Background: an optimization exercise with open tools, aiming at small area, a short achievable clock period and few clock cycles per item. Do not read the settings as production practice. The RTL was checked by simulation tests, not by an equivalence proof against the original design.

==> inputs of job 9555 <==
## fxled_csc
module fxled_csc (
    input  wire        clk,
    input  wire        rst,         
    input  wire        in_valid,
    output wire        in_ready,
    input  wire        op,          
    input  wire [31:0] x0,          
    input  wire [31:0] x1,          
    input  wire [31:0] x2,          
    output reg         out_valid,
    output wire [31:0] y0,          
    output wire [31:0] y1,          
    output wire [31:0] y2           
);
clock: 15.0 ns
lec_check: 0
abc_area: 1
cap_margin: 30
core_margin: 2
core_utilization: 60
slew_margin: 40
run.sh (not shown) runs the stock make flow with config.mk's settings and CLKGATE_MAP_FILE= SYNTH_SCRIPT=/design/flow/synth_recipe.tcl, a recipe that flattens the netlist after the stock synthesis.
==> inputs of job 1939, as changes to job 9555 <==
--- a/flow/design.v
+++ b/flow/design.v
@@ -380,37 +380,37 @@
     reg [2:0]  sx1;
     reg [15:0] sbn1, sb11, sb21;
     always @(posedge clk) begin
         V1 <= vc; s1 <= ss; g1 <= hg; sx1 <= hsx;
         sbn1 <= sen; sb11 <= se1; sb21 <= se2;
     end
-    wire [59:10] m1s, m1c;
+    wire [59:14] m1s, m1c;
     wire         m1k;
     fx_m1 u_m1 (.bn(sbn1), .b1(sb11), .b2(sb21), .b(g1), .s(m1s), .c(m1c), .cy(m1k));
-    wire [49:10] m2s, m2c;
+    wire [49:14] m2s, m2c;
     wire         m2k;
     fx_m2 u_m2 (.a(V1), .b(s1), .e(V1), .s(m2s), .c(m2c), .cy(m2k));
-    reg [59:10] ws2, wc2;
+    reg [59:14] ws2, wc2;
     reg         wk2;
-    reg [49:10] ps2, pc2;
+    reg [49:14] ps2, pc2;
     reg         pk2;
     reg [15:0] V2;
     reg [2:0]  sx2;
     always @(posedge clk) begin
         ws2 <= m1s; wc2 <= m1c; wk2 <= m1k;
         ps2 <= m2s; pc2 <= m2c; pk2 <= m2k;
         V2 <= V1; sx2 <= sx1;
     end
-    wire [49:0] wf = ws2 + wc2 + {49'd0, wk2};
-    wire [39:0] pf = ps2 + pc2 + {39'd0, pk2};
-    wire [15:0] pcl = pf[39] ? 16'd0 : (|pf[38:33] ? 16'hFFFF : pf[32:17]);
+    wire [45:0] wf = ws2 + wc2 + {45'd0, wk2};
+    wire [35:0] pf = ps2 + pc2 + {35'd0, pk2};
+    wire [15:0] pcl = pf[35] ? 16'd0 : (|pf[34:29] ? 16'hFFFF : pf[28:13]);
     reg [32:0] W3;
     reg [15:0] V3, P3;
     reg [2:0]  sx3;
     always @(posedge clk) begin
-        W3 <= wf[49:17]; V3 <= V2; P3 <= pcl; sx3 <= sx2;
+        W3 <= wf[45:13]; V3 <= V2; P3 <= pcl; sx3 <= sx2;
     end
     wire [49:10] m3s, m3c;
     wire         m3k;
     fx_m3 u_m3 (.a(V3), .b(W3), .e(V3), .s(m3s), .c(m3c), .cy(m3k));
     reg [49:10] qs4, qc4;
     reg         qk4;
@@ -705,19 +705,14 @@
         fl_13 <= dx_12 ? {z_13_1[2:0], fl_12[0]} : fl_12;
         dq_13 <= {dq_12, (dx_12 ? z_13_0[3] : y_13_0[17]), (dx_12 ? z_13_1[3] : y_13_1[17])};
     end
     wire [17:0] yl = drow(dr_13, dd_13, ~dd_13[0]);
     wire [3:0]  zl = d6(fl_13[3:1], yl[17] ^ fl_13[0]);
     wire        hinc = ({1'b0, zl[2:0]} + (fl_13[0] ? 4'd4 : 4'd3)) >= 4'd6;
-    reg  [26:0] hq0;
-    reg         hq1;
-    always @(posedge clk) begin
-        hq0 <= {dq_13, zl[3]};
-        hq1 <= hinc;
-    end
-    wire [26:0] hq = hq0 + {26'd0, hq1};
+    reg  [26:0] hq;
+    always @(posedge clk) hq <= {dq_13, zl[3]} + {26'd0, hinc};
     wire        sso = fl_13[3];
     wire        sdz = fl_13[2];
     wire [27:0] ss_f = sso ? 28'd134217728 : {1'b0, dq_13, yl[17]};
     wire [15:0] smx = ~dd_13;
     wire [27:0] vv_f = {1'b0, smx, 11'd0} + {17'd0, ({1'b0, smx} + 17'd16) >> 5};
     wire [27:0] rh = sdz ? 28'd0 : {1'b0, hq};
@@ -736,13 +731,13 @@
     end
     assign y0 = {4'd0, o0};
     assign y1 = {4'd0, o1};
     assign y2 = {4'd0, o2};
 endmodule
 module fx_m1(input [15:0] bn, input [15:0] b1, input [15:0] b2, input [27:0] b,
-    output [59:10] s, output [59:10] c, output cy);
+    output [59:14] s, output [59:14] c, output cy);
     wire n0 = ((b1[0] & b[0])) ^ bn[0];
     wire n1 = ((b1[0] & b[1]) | (b2[0] & b[0])) ^ bn[0];
     wire n2 = ((b1[0] & b[2]) | (b2[0] & b[1])) ^ bn[0];
     wire n3 = ((b1[0] & b[3]) | (b2[0] & b[2])) ^ bn[0];
     wire n4 = ((b1[0] & b[4]) | (b2[0] & b[3])) ^ bn[0];
     wire n5 = ((b1[0] & b[5]) | (b2[0] & b[4])) ^ bn[0];
@@ -2105,19 +2100,19 @@
     wire n1362 = n1251 ^ n464 ^ n492;
     wire n1363 = (n1251 & n464) | (n1251 & n492) | (n464 & n492);
     wire n1364 = n493 ^ 1'b1;
     wire n1365 = n493 & 1'b1;
     wire [59:0] r0 = {n1365, n1363, n1361, n1359, n1357, n1355, n1353, n1351, n1349, n1347, n1345, n1343, n1341, n1339, n1337, n1335, n1333, n1331, n1329, n1327, n1325, n1323, n1321, n1319, n1317, n1315, n1313, n1311, n1309, n1307, n1305, n1303, n1301, n1299, n1297, n1295, n1293, n1291, n1289, n1287, n1285, n1283, n1281, n1279, n1277, n1275, n1273, n1271, n1269, n1267, n1265, n1263, n1261, n1259, n1257, n1255, n1253, n1252, n1, n0};
     wire [59:0] r1 = {n495, n1364, n1362, n1360, n1358, n1356, n1354, n1352, n1350, n1348, n1346, n1344, n1342, n1340, n1338, n1336, n1334, n1332, n1330, n1328, n1326, n1324, n1322, n1320, n1318, n1316, n1314, n1312, n1310, n1308, n1306, n1304, n1302, n1300, n1298, n1296, n1294, n1292, n1290, n1288, n1286, n1284, n1282, n1280, n1278, n1276, n1274, n1272, n1270, n1268, n1266, n1264, n1262, n1260, n1258, n1256, n1254, bn[1], 1'b0, bn[0]};
-    wire [10:0] lo = {1'b0, r0[9:0]} + {1'b0, r1[9:0]};
-    assign cy = lo[10];
-    assign s = r0[59:10];
-    assign c = r1[59:10];
+    wire [14:0] lo = {1'b0, r0[13:0]} + {1'b0, r1[13:0]};
+    assign cy = lo[14];
+    assign s = r0[59:14];
+    assign c = r1[59:14];
 endmodule
 module fx_m2(input [15:0] a, input [31:0] b, input [15:0] e,
-    output [49:10] s, output [49:10] c, output cy);
+    output [49:14] s, output [49:14] c, output cy);
     wire n0 = ~a[1];
     wire n1 = a[0] ^ 1'b0;
     wire n2 = (a[1] & ~a[0] & ~1'b0) | (~a[1] & a[0] & 1'b0);
     wire n3 = ((n1 & b[0])) ^ n0;
     wire n4 = ((n1 & b[1]) | (n2 & b[0])) ^ n0;
     wire n5 = ((n1 & b[2]) | (n2 & b[1])) ^ n0;
@@ -2981,16 +2976,16 @@
     wire n863 = n774 ^ n295 ^ n329;
     wire n864 = (n774 & n295) | (n774 & n329) | (n295 & n329);
     wire n865 = n330 ^ 1'b1;
     wire n866 = n330 & 1'b1;
     wire [49:0] r0 = {1'b1, n866, n864, n862, n860, n858, n856, n854, n852, n850, n848, n846, n844, n842, n840, n838, n836, n834, n832, n830, n828, n826, n824, n822, n820, n818, n816, n814, n812, n810, n808, n806, n804, n802, n800, n798, n796, n794, n792, n790, n788, n786, n784, n782, n780, n778, n776, n775, n4, n3};
     wire [49:0] r1 = {1'b0, n332, n865, n863, n861, n859, n857, n855, n853, n851, n849, n847, n845, n843, n841, n839, n837, n835, n833, n831, n829, n827, n825, n823, n821, n819, n817, n815, n813, n811, n809, n807, n805, n803, n801, n799, n797, n795, n793, n791, n789, n787, n785, n783, n781, n779, n777, n37, 1'b0, n0};
-    wire [10:0] lo = {1'b0, r0[9:0]} + {1'b0, r1[9:0]};
-    assign cy = lo[10];
-    assign s = r0[49:10];
-    assign c = r1[49:10];
+    wire [14:0] lo = {1'b0, r0[13:0]} + {1'b0, r1[13:0]};
+    assign cy = lo[14];
+    assign s = r0[49:14];
+    assign c = r1[49:14];
 endmodule
 module fx_m3(input [15:0] a, input [32:0] b, input [15:0] e,
     output [49:10] s, output [49:10] c, output cy);
     wire n0 = ~a[1];
     wire n1 = a[0] ^ 1'b0;
     wire n2 = (a[1] & ~a[0] & ~1'b0) | (~a[1] & a[0] & 1'b0);
- CAP_MARGIN: 30 -> 70
- SLEW_MARGIN: 40 -> 80
==> inputs of job 7320, as changes to job 9555 <==
- CAP_MARGIN: 30 -> 50
- CORE_UTILIZATION: 60 -> 55
- SLEW_MARGIN: 40 -> 60
==> inputs of job 4090, as changes to job 9555 <==
--- a/flow/design.v
+++ b/flow/design.v
@@ -380,37 +380,37 @@
     reg [2:0]  sx1;
     reg [15:0] sbn1, sb11, sb21;
     always @(posedge clk) begin
         V1 <= vc; s1 <= ss; g1 <= hg; sx1 <= hsx;
         sbn1 <= sen; sb11 <= se1; sb21 <= se2;
     end
-    wire [59:10] m1s, m1c;
+    wire [59:14] m1s, m1c;
     wire         m1k;
     fx_m1 u_m1 (.bn(sbn1), .b1(sb11), .b2(sb21), .b(g1), .s(m1s), .c(m1c), .cy(m1k));
-    wire [49:10] m2s, m2c;
+    wire [49:14] m2s, m2c;
     wire         m2k;
     fx_m2 u_m2 (.a(V1), .b(s1), .e(V1), .s(m2s), .c(m2c), .cy(m2k));
-    reg [59:10] ws2, wc2;
+    reg [59:14] ws2, wc2;
     reg         wk2;
-    reg [49:10] ps2, pc2;
+    reg [49:14] ps2, pc2;
     reg         pk2;
     reg [15:0] V2;
     reg [2:0]  sx2;
     always @(posedge clk) begin
         ws2 <= m1s; wc2 <= m1c; wk2 <= m1k;
         ps2 <= m2s; pc2 <= m2c; pk2 <= m2k;
         V2 <= V1; sx2 <= sx1;
     end
-    wire [49:0] wf = ws2 + wc2 + {49'd0, wk2};
-    wire [39:0] pf = ps2 + pc2 + {39'd0, pk2};
-    wire [15:0] pcl = pf[39] ? 16'd0 : (|pf[38:33] ? 16'hFFFF : pf[32:17]);
+    wire [45:0] wf = ws2 + wc2 + {45'd0, wk2};
+    wire [35:0] pf = ps2 + pc2 + {35'd0, pk2};
+    wire [15:0] pcl = pf[35] ? 16'd0 : (|pf[34:29] ? 16'hFFFF : pf[28:13]);
     reg [32:0] W3;
     reg [15:0] V3, P3;
     reg [2:0]  sx3;
     always @(posedge clk) begin
-        W3 <= wf[49:17]; V3 <= V2; P3 <= pcl; sx3 <= sx2;
+        W3 <= wf[45:13]; V3 <= V2; P3 <= pcl; sx3 <= sx2;
     end
     wire [49:10] m3s, m3c;
     wire         m3k;
     fx_m3 u_m3 (.a(V3), .b(W3), .e(V3), .s(m3s), .c(m3c), .cy(m3k));
     reg [49:10] qs4, qc4;
     reg         qk4;
@@ -705,19 +705,14 @@
         fl_13 <= dx_12 ? {z_13_1[2:0], fl_12[0]} : fl_12;
         dq_13 <= {dq_12, (dx_12 ? z_13_0[3] : y_13_0[17]), (dx_12 ? z_13_1[3] : y_13_1[17])};
     end
     wire [17:0] yl = drow(dr_13, dd_13, ~dd_13[0]);
     wire [3:0]  zl = d6(fl_13[3:1], yl[17] ^ fl_13[0]);
     wire        hinc = ({1'b0, zl[2:0]} + (fl_13[0] ? 4'd4 : 4'd3)) >= 4'd6;
-    reg  [26:0] hq0;
-    reg         hq1;
-    always @(posedge clk) begin
-        hq0 <= {dq_13, zl[3]};
-        hq1 <= hinc;
-    end
-    wire [26:0] hq = hq0 + {26'd0, hq1};
+    reg  [26:0] hq;
+    always @(posedge clk) hq <= {dq_13, zl[3]} + {26'd0, hinc};
     wire        sso = fl_13[3];
     wire        sdz = fl_13[2];
     wire [27:0] ss_f = sso ? 28'd134217728 : {1'b0, dq_13, yl[17]};
     wire [15:0] smx = ~dd_13;
     wire [27:0] vv_f = {1'b0, smx, 11'd0} + {17'd0, ({1'b0, smx} + 17'd16) >> 5};
     wire [27:0] rh = sdz ? 28'd0 : {1'b0, hq};
@@ -736,13 +731,13 @@
     end
     assign y0 = {4'd0, o0};
     assign y1 = {4'd0, o1};
     assign y2 = {4'd0, o2};
 endmodule
 module fx_m1(input [15:0] bn, input [15:0] b1, input [15:0] b2, input [27:0] b,
-    output [59:10] s, output [59:10] c, output cy);
+    output [59:14] s, output [59:14] c, output cy);
     wire n0 = ((b1[0] & b[0])) ^ bn[0];
     wire n1 = ((b1[0] & b[1]) | (b2[0] & b[0])) ^ bn[0];
     wire n2 = ((b1[0] & b[2]) | (b2[0] & b[1])) ^ bn[0];
     wire n3 = ((b1[0] & b[3]) | (b2[0] & b[2])) ^ bn[0];
     wire n4 = ((b1[0] & b[4]) | (b2[0] & b[3])) ^ bn[0];
     wire n5 = ((b1[0] & b[5]) | (b2[0] & b[4])) ^ bn[0];
@@ -2105,19 +2100,19 @@
     wire n1362 = n1251 ^ n464 ^ n492;
     wire n1363 = (n1251 & n464) | (n1251 & n492) | (n464 & n492);
     wire n1364 = n493 ^ 1'b1;
     wire n1365 = n493 & 1'b1;
     wire [59:0] r0 = {n1365, n1363, n1361, n1359, n1357, n1355, n1353, n1351, n1349, n1347, n1345, n1343, n1341, n1339, n1337, n1335, n1333, n1331, n1329, n1327, n1325, n1323, n1321, n1319, n1317, n1315, n1313, n1311, n1309, n1307, n1305, n1303, n1301, n1299, n1297, n1295, n1293, n1291, n1289, n1287, n1285, n1283, n1281, n1279, n1277, n1275, n1273, n1271, n1269, n1267, n1265, n1263, n1261, n1259, n1257, n1255, n1253, n1252, n1, n0};
     wire [59:0] r1 = {n495, n1364, n1362, n1360, n1358, n1356, n1354, n1352, n1350, n1348, n1346, n1344, n1342, n1340, n1338, n1336, n1334, n1332, n1330, n1328, n1326, n1324, n1322, n1320, n1318, n1316, n1314, n1312, n1310, n1308, n1306, n1304, n1302, n1300, n1298, n1296, n1294, n1292, n1290, n1288, n1286, n1284, n1282, n1280, n1278, n1276, n1274, n1272, n1270, n1268, n1266, n1264, n1262, n1260, n1258, n1256, n1254, bn[1], 1'b0, bn[0]};
-    wire [10:0] lo = {1'b0, r0[9:0]} + {1'b0, r1[9:0]};
-    assign cy = lo[10];
-    assign s = r0[59:10];
-    assign c = r1[59:10];
+    wire [14:0] lo = {1'b0, r0[13:0]} + {1'b0, r1[13:0]};
+    assign cy = lo[14];
+    assign s = r0[59:14];
+    assign c = r1[59:14];
 endmodule
 module fx_m2(input [15:0] a, input [31:0] b, input [15:0] e,
-    output [49:10] s, output [49:10] c, output cy);
+    output [49:14] s, output [49:14] c, output cy);
     wire n0 = ~a[1];
     wire n1 = a[0] ^ 1'b0;
     wire n2 = (a[1] & ~a[0] & ~1'b0) | (~a[1] & a[0] & 1'b0);
     wire n3 = ((n1 & b[0])) ^ n0;
     wire n4 = ((n1 & b[1]) | (n2 & b[0])) ^ n0;
     wire n5 = ((n1 & b[2]) | (n2 & b[1])) ^ n0;
@@ -2981,16 +2976,16 @@
     wire n863 = n774 ^ n295 ^ n329;
     wire n864 = (n774 & n295) | (n774 & n329) | (n295 & n329);
     wire n865 = n330 ^ 1'b1;
     wire n866 = n330 & 1'b1;
     wire [49:0] r0 = {1'b1, n866, n864, n862, n860, n858, n856, n854, n852, n850, n848, n846, n844, n842, n840, n838, n836, n834, n832, n830, n828, n826, n824, n822, n820, n818, n816, n814, n812, n810, n808, n806, n804, n802, n800, n798, n796, n794, n792, n790, n788, n786, n784, n782, n780, n778, n776, n775, n4, n3};
     wire [49:0] r1 = {1'b0, n332, n865, n863, n861, n859, n857, n855, n853, n851, n849, n847, n845, n843, n841, n839, n837, n835, n833, n831, n829, n827, n825, n823, n821, n819, n817, n815, n813, n811, n809, n807, n805, n803, n801, n799, n797, n795, n793, n791, n789, n787, n785, n783, n781, n779, n777, n37, 1'b0, n0};
-    wire [10:0] lo = {1'b0, r0[9:0]} + {1'b0, r1[9:0]};
-    assign cy = lo[10];
-    assign s = r0[49:10];
-    assign c = r1[49:10];
+    wire [14:0] lo = {1'b0, r0[13:0]} + {1'b0, r1[13:0]};
+    assign cy = lo[14];
+    assign s = r0[49:14];
+    assign c = r1[49:14];
 endmodule
 module fx_m3(input [15:0] a, input [32:0] b, input [15:0] e,
     output [49:10] s, output [49:10] c, output cy);
     wire n0 = ~a[1];
     wire n1 = a[0] ^ 1'b0;
     wire n2 = (a[1] & ~a[0] & ~1'b0) | (~a[1] & a[0] & 1'b0);
- CAP_MARGIN: 30 -> 50
- SLEW_MARGIN: 40 -> 60
==> summary.txt <==
Synthesized cell count: job 7320 is higher than job 4090 (about 0.9%). Against job 1939, the clock-buffer cell count of job 9555 is lower by 3. Between job 9555 and job 1939, the lower worst setup slack is in job 9555 (gap 430 ps). In job 1939 the final cell count is larger than in job 9555, by 0.57%.
==> figures <==
metric	job 4090	job 9555	job 7320	job 1939
Outcome	no timing/DRC/antenna violations	no timing/DRC/antenna violations	no timing/DRC/antenna violations	no timing/DRC/antenna violations
Height of the die	463 µm	465 µm	486 µm	463 µm
Worst slack at placement	9740 ps	9830 ps	9780 ps	9610 ps
GR Layer Usage met3	7.86%	7.65%	6.74%	8.29%
GR Util met2	60.3%	57.2%	54.2%	61.2%
Number of CTS-inserted buffers	198	204	206	200
Global routing met1 resource utilization	43.5%	45.6%	43.4%	44.5%
Clock latency on the worst-skew pair	940 ps	900 ps	930 ps	930 ps
Post-synth cell types	66	67	67	66
Final worst-path cycle share	36.7%	37.9%	35.8%	35.0%
Testbench counts of job 9555, summed over its fixed seeds: cycles 8,646, items 8,000.
Testbench counts of job 1939, summed over its fixed seeds: cycles 8,646, items 8,000.
Testbench counts of job 7320, summed over its fixed seeds: cycles 8,646, items 8,000.
Testbench counts of job 4090, summed over its fixed seeds: cycles 8,646, items 8,000.

afterwards: timing with drivers on the ports:
No port has a modelled driver above. Below, the same layouts with a new extraction and two added sets of constraints. Step 1: set_driving_cell puts a clkbuf_16 on clk and a buf_2 on each other input, an assumption about the parent block. Step 2 times the ports against the registers' clock, not the clock port: input delays grow and output delays shrink by t, the midpoint of the rising clock arrivals with the driver on. Slacks: no drivers / after step 1 / after step 2; pairs: no drivers / after step 1.
run	t, ns	setup slack, ns	clock arrival spread, ns	worst register clock-pin slew, ns
job 9555	0.974	9.315 / 9.315 / 9.315	0.133 / 0.133	0.07 / 0.07
job 1939	0.975	9.745 / 9.745 / 9.554	0.139 / 0.139	0.08 / 0.08
job 7320	0.978	9.627 / 9.627 / 9.627	0.114 / 0.115	0.08 / 0.08
job 4090	0.974	9.489 / 9.489 / 9.489	0.130 / 0.129	0.07 / 0.07
After both steps setup and hold are still met in every run listed. For job 1939, which loses most, drivers alone change the setup slack by 0.000 ns; drivers and shift together by -0.191 ns.
